Context: an optimization exercise on an open-source flow, tuned for small area, a short achievable clock period and few clock cycles per item. The choices shown serve that exercise and are no tape-out recipe. Where RTL was checked, it was by simulation tests only, not by an equivalence proof against the original. No activity file was given, so power comes from the tool's default toggle rates.

Design ymodem_rx_unit, start of the top module:
module ymodem_rx_unit (
    input  wire        clk,
    input  wire        rst,           
    input  wire        cmd_valid,
    output wire        cmd_ready,
    input  wire [15:0] cmd,
    output reg         res_valid,
    output reg  [1:0]  res_st,        
    output reg  [31:0] res_val,
    output reg  [1:0]  res_tx_n,      
    output reg  [7:0]  res_tx0,
    output reg  [7:0]  res_tx1,
    output reg  [1:0]  res_ev_n,      
    output reg  [2:0]  res_ev0,
    output reg  [2:0]  res_ev1,
    output reg  [3:0]  res_ev_code,   
    output reg         res_pay        
);
    localparam IDLE = 0, LEAD = 1, SEQ = 2, CMP = 3, DATA = 4, CRCH = 5,
               CRCL = 6, PURGE = 7, DONE = 8, FAILED = 9;
    function [15:0] crc_step;
        input [15:0] c;
        input [7:0]  d;
        integer i;
        begin
            crc_step = c ^ {d, 8'h00};
            for (i = 0; i < 8; i = i + 1)
  ...
For scale: ~6500 µm² of cells after synthesis.
Settings: LEC_CHECK=0, CAP_MARGIN=20, CORE_MARGIN=2, CORE_UTILIZATION=40, SLEW_MARGIN=20, BUFFER_PORTS_ARGS=-buffer_cell sky130_fd_sc_hd__buf_2, ABC_CLOCK_PERIOD_IN_PS=2000, SETUP_SLACK_MARGIN=2.0, CTS_ARGS=-sink_clustering_enable -repair_clock_nets -buf_list {sky130_fd_sc_hd__clkbuf_4 sky130_fd_sc_hd__clkbuf_8} -dont_use_dummy_load; clock period 4.0 ns.
standard.sh (not shown) runs the stock make flow with config.mk's settings and CLKGATE_MAP_FILE= SYNTH_SCRIPT=/design/flow/synth_recipe.tcl, a recipe that flattens the netlist after the stock synthesis.
==> flow/flow/run.sh <==
#!/bin/bash
# The standard layout (standard.sh, its synthesis unchanged in its registers),
# with the extra ORFS settings of flow/extra.mk appended to config.mk.
set -o pipefail
cat flow/extra.mk >> config.mk
bash standard.sh > standard.log 2>&1
==> flow/flow/extra.mk <==
export BUFFER_PORTS_ARGS = -buffer_cell sky130_fd_sc_hd__buf_2
export DONT_USE_CELLS += sky130_fd_sc_hd__or4_1 sky130_fd_sc_hd__or4_2 sky130_fd_sc_hd__or4_4 sky130_fd_sc_hd__or4b_1 sky130_fd_sc_hd__or4b_2 sky130_fd_sc_hd__or4b_4 sky130_fd_sc_hd__or4bb_1 sky130_fd_sc_hd__or4bb_2 sky130_fd_sc_hd__or4bb_4 sky130_fd_sc_hd__nor4_1 sky130_fd_sc_hd__nor4_2 sky130_fd_sc_hd__nor4_4 sky130_fd_sc_hd__nor4b_1 sky130_fd_sc_hd__nor4b_2 sky130_fd_sc_hd__nor4b_4 sky130_fd_sc_hd__nor4bb_1 sky130_fd_sc_hd__nor4bb_2 sky130_fd_sc_hd__nor4bb_4 sky130_fd_sc_hd__or3_1 sky130_fd_sc_hd__or3_2 sky130_fd_sc_hd__or3_4 sky130_fd_sc_hd__or3b_1 sky130_fd_sc_hd__or3b_2 sky130_fd_sc_hd__or3b_4 sky130_fd_sc_hd__a2111oi_0 sky130_fd_sc_hd__a2111oi_1 sky130_fd_sc_hd__a2111oi_2 sky130_fd_sc_hd__a2111oi_4 sky130_fd_sc_hd__a2111o_1 sky130_fd_sc_hd__a2111o_2 sky130_fd_sc_hd__a2111o_4 sky130_fd_sc_hd__clkdlybuf4s50_1 sky130_fd_sc_hd__clkdlybuf4s50_2
export ABC_CLOCK_PERIOD_IN_PS = 2000
export SETUP_SLACK_MARGIN = 2.0
export CTS_ARGS = -sink_clustering_enable -repair_clock_nets -buf_list {sky130_fd_sc_hd__clkbuf_4 sky130_fd_sc_hd__clkbuf_8} -dont_use_dummy_load
Edit:
--- a/flow/design.v
+++ b/flow/design.v
@@ -54,57 +54,56 @@
     wire c_lo3 = (c_op[3:0] == 4'h3);
     wire c_lo4 = (c_op[3:0] == 4'h4);
     wire c_sys   = c_hi0 & (c_lo1 | c_lo2) & c_z;
     wire c_legal = (c_hi0 & c_lo0 & c_z) | (c_hi1 & (c_lo0 | c_lo2) & c_z) | (c_hi1 & c_lo1)
                  | (c_hi3 & (c_lo0 | c_lo2 | c_lo3 | c_lo4) & c_z) | (c_hi3 & c_lo1);
     reg       cv;             
     reg [7:0] imm;            
     reg       op_reset, op_gf, op_nsys, op_bad;
     reg       op_cinit, op_cbyte, op_cread, op_start, op_byte, op_tmo, op_abort, op_status;
     reg       z, d_sx, d_eot, d_can;
-    reg       lo_ok;          
     always @(posedge clk) begin
         cv        <= cmd_valid & ~rst;
         imm       <= c_imm;
         op_reset  <= c_hi0 & c_lo1 & c_z;
         op_gf     <= c_hi0 & c_lo2 & c_z;
         op_nsys   <= ~c_sys;
         op_bad    <= ~c_sys & ~c_legal;
         op_cinit  <= c_hi1 & c_lo0 & c_z;
         op_cbyte  <= c_hi1 & c_lo1;
         op_cread  <= c_hi1 & c_lo2 & c_z;
         op_start  <= c_hi3 & c_lo0 & c_z;
         op_byte   <= c_hi3 & c_lo1;
         op_tmo    <= c_hi3 & c_lo2 & c_z;
         op_abort  <= c_hi3 & c_lo3 & c_z;
         op_status <= c_hi3 & c_lo4 & c_z;
         z         <= c_z;
         d_sx      <= (c_imm == 8'h01) | (c_imm == 8'h02);
         d_eot     <= (c_imm == 8'h04);
         d_can     <= (c_imm == 8'h18);
-        lo_ok     <= (c_imm == rx_crc[7:0]);
     end
     wire nf        = ~fault;
     wire sys       = ~op_nsys;
     wire e_cinit   = nf & op_cinit;
     wire e_cbyte   = nf & op_cbyte;
     wire e_cread   = nf & op_cread;
     wire e_start   = nf & op_start;
     wire rxb       = nf & op_byte;
     wire tmo       = nf & op_tmo;
     wire e_abort   = nf & op_abort;
     wire e_status  = nf & op_status;
     wire faulted   = op_bad | (op_nsys & fault);
     wire ph_blk    = ph[SEQ] | ph[CMP] | ph[DATA] | ph[CRCH] | ph[CRCL];
     wire ph_act    = ph[LEAD] | ph_blk;                  
     wire ph_off    = ph[IDLE] | ph[DONE] | ph[FAILED];
     wire last      = rx_big ? (&rx_cnt) : (&rx_cnt[6:0]);
+    wire lo_ok     = (imm == rx_crc[7:0]);
     wire pend_ok   = (rx_pend == 2'd0);
     wire chk_ok    = pend_ok & lo_ok;
     wire crcl      = rxb & ph[CRCL];
     wire acc       = crcl & chk_ok;
     wire null_hdr  = ~rx_hdr & ~rx_nz;
     wire acc_null  = acc & null_hdr;
     wire acc_blk   = acc & ~null_hdr;
     wire lead      = rxb & ph[LEAD];
     wire lead_sx   = lead & d_sx;
     wire nak_lead  = lead & ~(d_sx | d_eot | d_can);
Effect:
- The changed run passed the timing, design-rule and antenna checks
- design area falls by about 0.9%
- critical path depth rises by 1
- synthesized cell count rises by 0.62%
- setup slack got worse by 0.031 ns
- core utilization falls by 0.10 points
- total power falls by about 0.53%
- register-to-register slack got worse by 0.03 ns
- die area falls by about 1.2%
- worst hold slack got worse by 0.017 ns
- clock skew falls by 0.0048 ns
- maximum frequency falls by 1.6%
- global-route usage rises by 0.37 points
Function was not checked in any run of this note: the RTL went through the layout flow alone.


Setup of job 101:
Another version of the RTL of ymodem_rx_unit (not shown whole).
For scale: ~140 flip-flops, ~86 I/O pins, about 6200 um^2 of cells after synthesis.
// ymodem_rx_unit
module ymodem_rx_unit (
    input  wire        clk,
    input  wire        rst,           
    input  wire        cmd_valid,
    output wire        cmd_ready,
    input  wire [15:0] cmd,
    output reg         res_valid,
    output reg  [1:0]  res_st,        
    output reg  [31:0] res_val,
    output reg  [1:0]  res_tx_n,      
    output wire [7:0]  res_tx0,
    output reg  [7:0]  res_tx1,
    output reg  [1:0]  res_ev_n,      
    output reg  [2:0]  res_ev0,
    output reg  [2:0]  res_ev1,
    output wire [3:0]  res_ev_code,   
    output reg         res_pay        
);
export LEC_CHECK = 0
export CAP_MARGIN = 20
export CORE_MARGIN = 2
export CORE_UTILIZATION = 40
export SLEW_MARGIN = 20
export BUFFER_PORTS_ARGS = -buffer_cell sky130_fd_sc_hd__buf_2
export ABC_CLOCK_PERIOD_IN_PS = 2000
export SETUP_SLACK_MARGIN = 2.25
export CTS_ARGS = -sink_clustering_enable -repair_clock_nets -root_buf sky130_fd_sc_hd__clkbuf_16 -buf_list {sky130_fd_sc_hd__clkbuf_8} -dont_use_dummy_load
export ABC_AREA = 1
create_clock -name core_clock -period 4.0 [get_ports {clk}]
==> flow/flow/run.sh <==
#!/bin/bash
# The standard layout (standard.sh), with two changes:
#  - the extra ORFS settings of flow/extra.mk are appended to config.mk;
#  - synthesis is the standard flow's synthesis script with ABC's mapping script replaced
#    by flow/abc_area.script (an area-oriented mapping); only the combinational
#    mapping changes, the registers are those of the standard synthesis.
set -o pipefail
cat flow/extra.mk >> config.mk
{
  head -n 1 synth_recipe.tcl
  cat <<EOT
proc abc {args} {
  set i [lsearch -exact \$args -script]
  if {\$i >= 0} { lset args [expr {\$i + 1}] $PWD/flow/abc_area.script }
  yosys abc {*}\$args
}
EOT
  tail -n +2 synth_recipe.tcl
} > flow_synth.tcl
sed "s|SYNTH_SCRIPT=[^ ]*|SYNTH_SCRIPT=$PWD/flow_synth.tcl|" standard.sh > flow_standard.sh
bash flow_standard.sh > standard.log 2>&1
==> flow/flow/abc_area.script <==
strash
&get -n
&st
&dch
&nf -a
&put
buffer -c
topo
stime -c
upsize -c
dnsize -c
==> flow/flow/extra.mk <==
export BUFFER_PORTS_ARGS = -buffer_cell sky130_fd_sc_hd__buf_2
export DONT_USE_CELLS += sky130_fd_sc_hd__or4_1 sky130_fd_sc_hd__or4_2 sky130_fd_sc_hd__or4_4 sky130_fd_sc_hd__or4b_1 sky130_fd_sc_hd__or4b_2 sky130_fd_sc_hd__or4b_4 sky130_fd_sc_hd__or4bb_1 sky130_fd_sc_hd__or4bb_2 sky130_fd_sc_hd__or4bb_4 sky130_fd_sc_hd__nor4_1 sky130_fd_sc_hd__nor4_2 sky130_fd_sc_hd__nor4_4 sky130_fd_sc_hd__nor4b_1 sky130_fd_sc_hd__nor4b_2 sky130_fd_sc_hd__nor4b_4 sky130_fd_sc_hd__nor4bb_1 sky130_fd_sc_hd__nor4bb_2 sky130_fd_sc_hd__nor4bb_4 sky130_fd_sc_hd__or3_1 sky130_fd_sc_hd__or3_2 sky130_fd_sc_hd__or3_4 sky130_fd_sc_hd__or3b_1 sky130_fd_sc_hd__or3b_2 sky130_fd_sc_hd__or3b_4 sky130_fd_sc_hd__a2111oi_0 sky130_fd_sc_hd__a2111oi_1 sky130_fd_sc_hd__a2111oi_2 sky130_fd_sc_hd__a2111oi_4 sky130_fd_sc_hd__a2111o_1 sky130_fd_sc_hd__a2111o_2 sky130_fd_sc_hd__a2111o_4 sky130_fd_sc_hd__clkdlybuf4s50_1 sky130_fd_sc_hd__clkdlybuf4s50_2
export ABC_CLOCK_PERIOD_IN_PS = 2000
export SETUP_SLACK_MARGIN = 2.25
export CTS_ARGS = -sink_clustering_enable -repair_clock_nets -root_buf sky130_fd_sc_hd__clkbuf_16 -buf_list {sky130_fd_sc_hd__clkbuf_8} -dont_use_dummy_load
export ABC_AREA = 1
Inputs modified between job 101 and job 102:
--- a/flow/design.v
+++ b/flow/design.v
@@ -27,13 +27,13 @@
             for (i = 0; i < 8; i = i + 1)
                 crc_step = crc_step[15] ? ((crc_step << 1) ^ 16'h1021) : (crc_step << 1);
         end
     endfunction
     reg        fault;
     reg [15:0] crc_acc;
-    reg [3:0]  rx_phase;      
+    reg [9:0]  ph;            
     reg [7:0]  rx_exp;
     reg        rx_hdr;
     reg        rx_big;
     reg [1:0]  rx_eotc;
     reg [1:0]  rx_canc;
     reg [2:0]  rx_retry;
@@ -86,19 +86,12 @@
         d_sx     <= c_sx;
         d_eot    <= c_eot;
         d_can    <= c_can;
         d_oth    <= ~(c_sx | c_eot | c_can);
         lo_ok    <= (c_imm == rx_crc[7:0]);
     end
-    wire [9:0] ph;            
-    genvar k;
-    generate
-        for (k = 0; k < 10; k = k + 1) begin : dec
-            assign ph[k] = (rx_phase == k);
-        end
-    endgenerate
     wire ph_act    = ph[LEAD] | ph[SEQ] | ph[CMP] | ph[DATA] | ph[CRCH] | ph[CRCL];
     wire ph_off    = ph[IDLE] | ph[DONE] | ph[FAILED];
     wire last      = rx_big ? (&rx_cnt) : (&rx_cnt[6:0]);
     wire pend_ok   = (rx_pend == 2'd0);
     wire chk_ok    = pend_ok & lo_ok;
     wire crcl      = rxb & ph[CRCL];
@@ -136,17 +129,16 @@
     assign ph_n[CRCH]   = (rxb & ph[DATA] & last) | (ph[CRCH] & ~rxk);
     assign ph_n[CRCL]   = (rxb & ph[CRCH]) | (ph[CRCL] & ~rxk);
     assign ph_n[PURGE]  = nak_purge | (ph[PURGE] & ~ctl);
     assign ph_n[DONE]   = eot_done | acc_null | (ph[DONE] & ~e_start);
     assign ph_n[FAILED] = can_fail | nak_fail | abort | (ph[FAILED] & ~e_start);
     wire clr = rst | op_reset;
-    wire [3:0] ph_code = rx_phase;
-    wire [3:0] ph_enc  = {ph_n[DONE] | ph_n[FAILED],
-                          ph_n[DATA] | ph_n[CRCH] | ph_n[CRCL] | ph_n[PURGE],
-                          ph_n[SEQ] | ph_n[CMP] | ph_n[CRCL] | ph_n[PURGE],
-                          ph_n[LEAD] | ph_n[CMP] | ph_n[CRCH] | ph_n[PURGE] | ph_n[FAILED]};
+    wire [3:0] ph_code = {ph[DONE] | ph[FAILED],
+                          ph[DATA] | ph[CRCH] | ph[CRCL] | ph[PURGE],
+                          ph[SEQ] | ph[CMP] | ph[CRCL] | ph[PURGE],
+                          ph[LEAD] | ph[CMP] | ph[CRCH] | ph[PURGE] | ph[FAILED]};
     reg tx_c, tx_nak, ev_abort, ev_can;
     assign res_tx0     = {1'b0, tx_c, 1'b0, tx_nak, 1'b0, ~tx_c, ~tx_nak, tx_c | tx_nak};
     assign res_ev_code = {ev_abort, ~ev_abort, ~ev_abort, ev_can};
     always @(posedge clk) begin
         res_valid <= cv & ~rst;
         res_st <= st_flt ? 2'd2 : (rxb & ph_off) ? 2'd1 : 2'd0;
@@ -170,13 +162,13 @@
         ev_abort <= e_abort;
         ev_can   <= d_can;
         res_pay <= rxb & ph[DATA];
         if (clr) begin
             fault    <= 1'b0;
             crc_acc  <= 16'd0;
-            rx_phase <= 4'd0;
+            ph       <= 10'd1;
             rx_exp   <= 8'd0;
             rx_hdr   <= 1'b0;
             rx_big   <= 1'b0;
             rx_eotc  <= 2'd0;
             rx_canc  <= 2'd0;
             rx_retry <= 3'd0;
@@ -185,13 +177,13 @@
             if (op_bad)
                 fault <= 1'b1;
             if (e_cinit)
                 crc_acc <= 16'd0;
             if (e_cbyte)
                 crc_acc <= crc_step(crc_acc, imm);
-            rx_phase <= ph_enc;
+            ph <= ph_n;
             if (e_start) begin
                 rx_exp   <= 8'd0;
                 rx_hdr   <= 1'b0;
                 rx_big   <= 1'b0;
             end
             if (lead_sx)
Findings:
Every stage of the flow completed for job 102, and the final layout passed the timing, design-rule and antenna checks. Job 101 reports its cell class with the largest area share as multi-input combinational cells while job 102 reports sequential cells. Going from job 101 to job 102, site row count now sits at about the same level, wire length now sits lower, number of cells in the finished layout apart from fillers now sits lower, final core utilization now sits lower, power consumed by the clock network now sits higher. Combinational fraction of design power: job 102 < job 101. From job 101 to job 102 the numbers moved as follows: number of vias in the routed layout now smaller; XOR/XNOR share of the synthesized area now smaller. Job 102 vs job 101 — worst slack on hold paths dropped 0.031 ns. The total power of job 102 exceeds that of job 101 by 74 uW.
Testbench counts of job 102, summed over its fixed seeds: cycles 41,589, commands 41,581.
Function not checked in job 101: the RTL went through the layout flow alone.

[re-timing with driven ports]
In the flow no input, the clock included, has a driving cell. The finished layouts below were timed again as built, in two steps. Step 1 assumes that a clkbuf_16 drives the clock port and a buf_2 every other input. Step 2 times the ports against the registers' clock, not the clock port: input delays grow and output delays shrink by t, the midpoint of the rising clock arrivals with the driver on. Three values: no drivers, after step 1, after step 2; two values: the first two.
| run | shift t [ns] | setup WS [ns] | worst setup path at the end | latest minus earliest clock arrival (ns) |
|---|---|---|---|---|
| the first run of note 1 | 0.489 | 2.067 / 2.067 / 1.883 | input to register | 0.032 / 0.033 |
| the second run of note 1 | 0.487 | 2.036 / 2.036 / 1.757 | input to register | 0.029 / 0.029 |
| job 101 | 0.397 | 2.121 / 2.121 / 1.995 | input to register | 0.030 / 0.030 |
| job 102 | 0.394 | 2.295 / 2.256 / 1.933 | input to register | 0.030 / 0.030 |
After both steps every run listed still meets setup and hold. The setup slack of job 102, which loses most, moves by -0.039 ns with the drivers and by -0.362 ns with both steps.
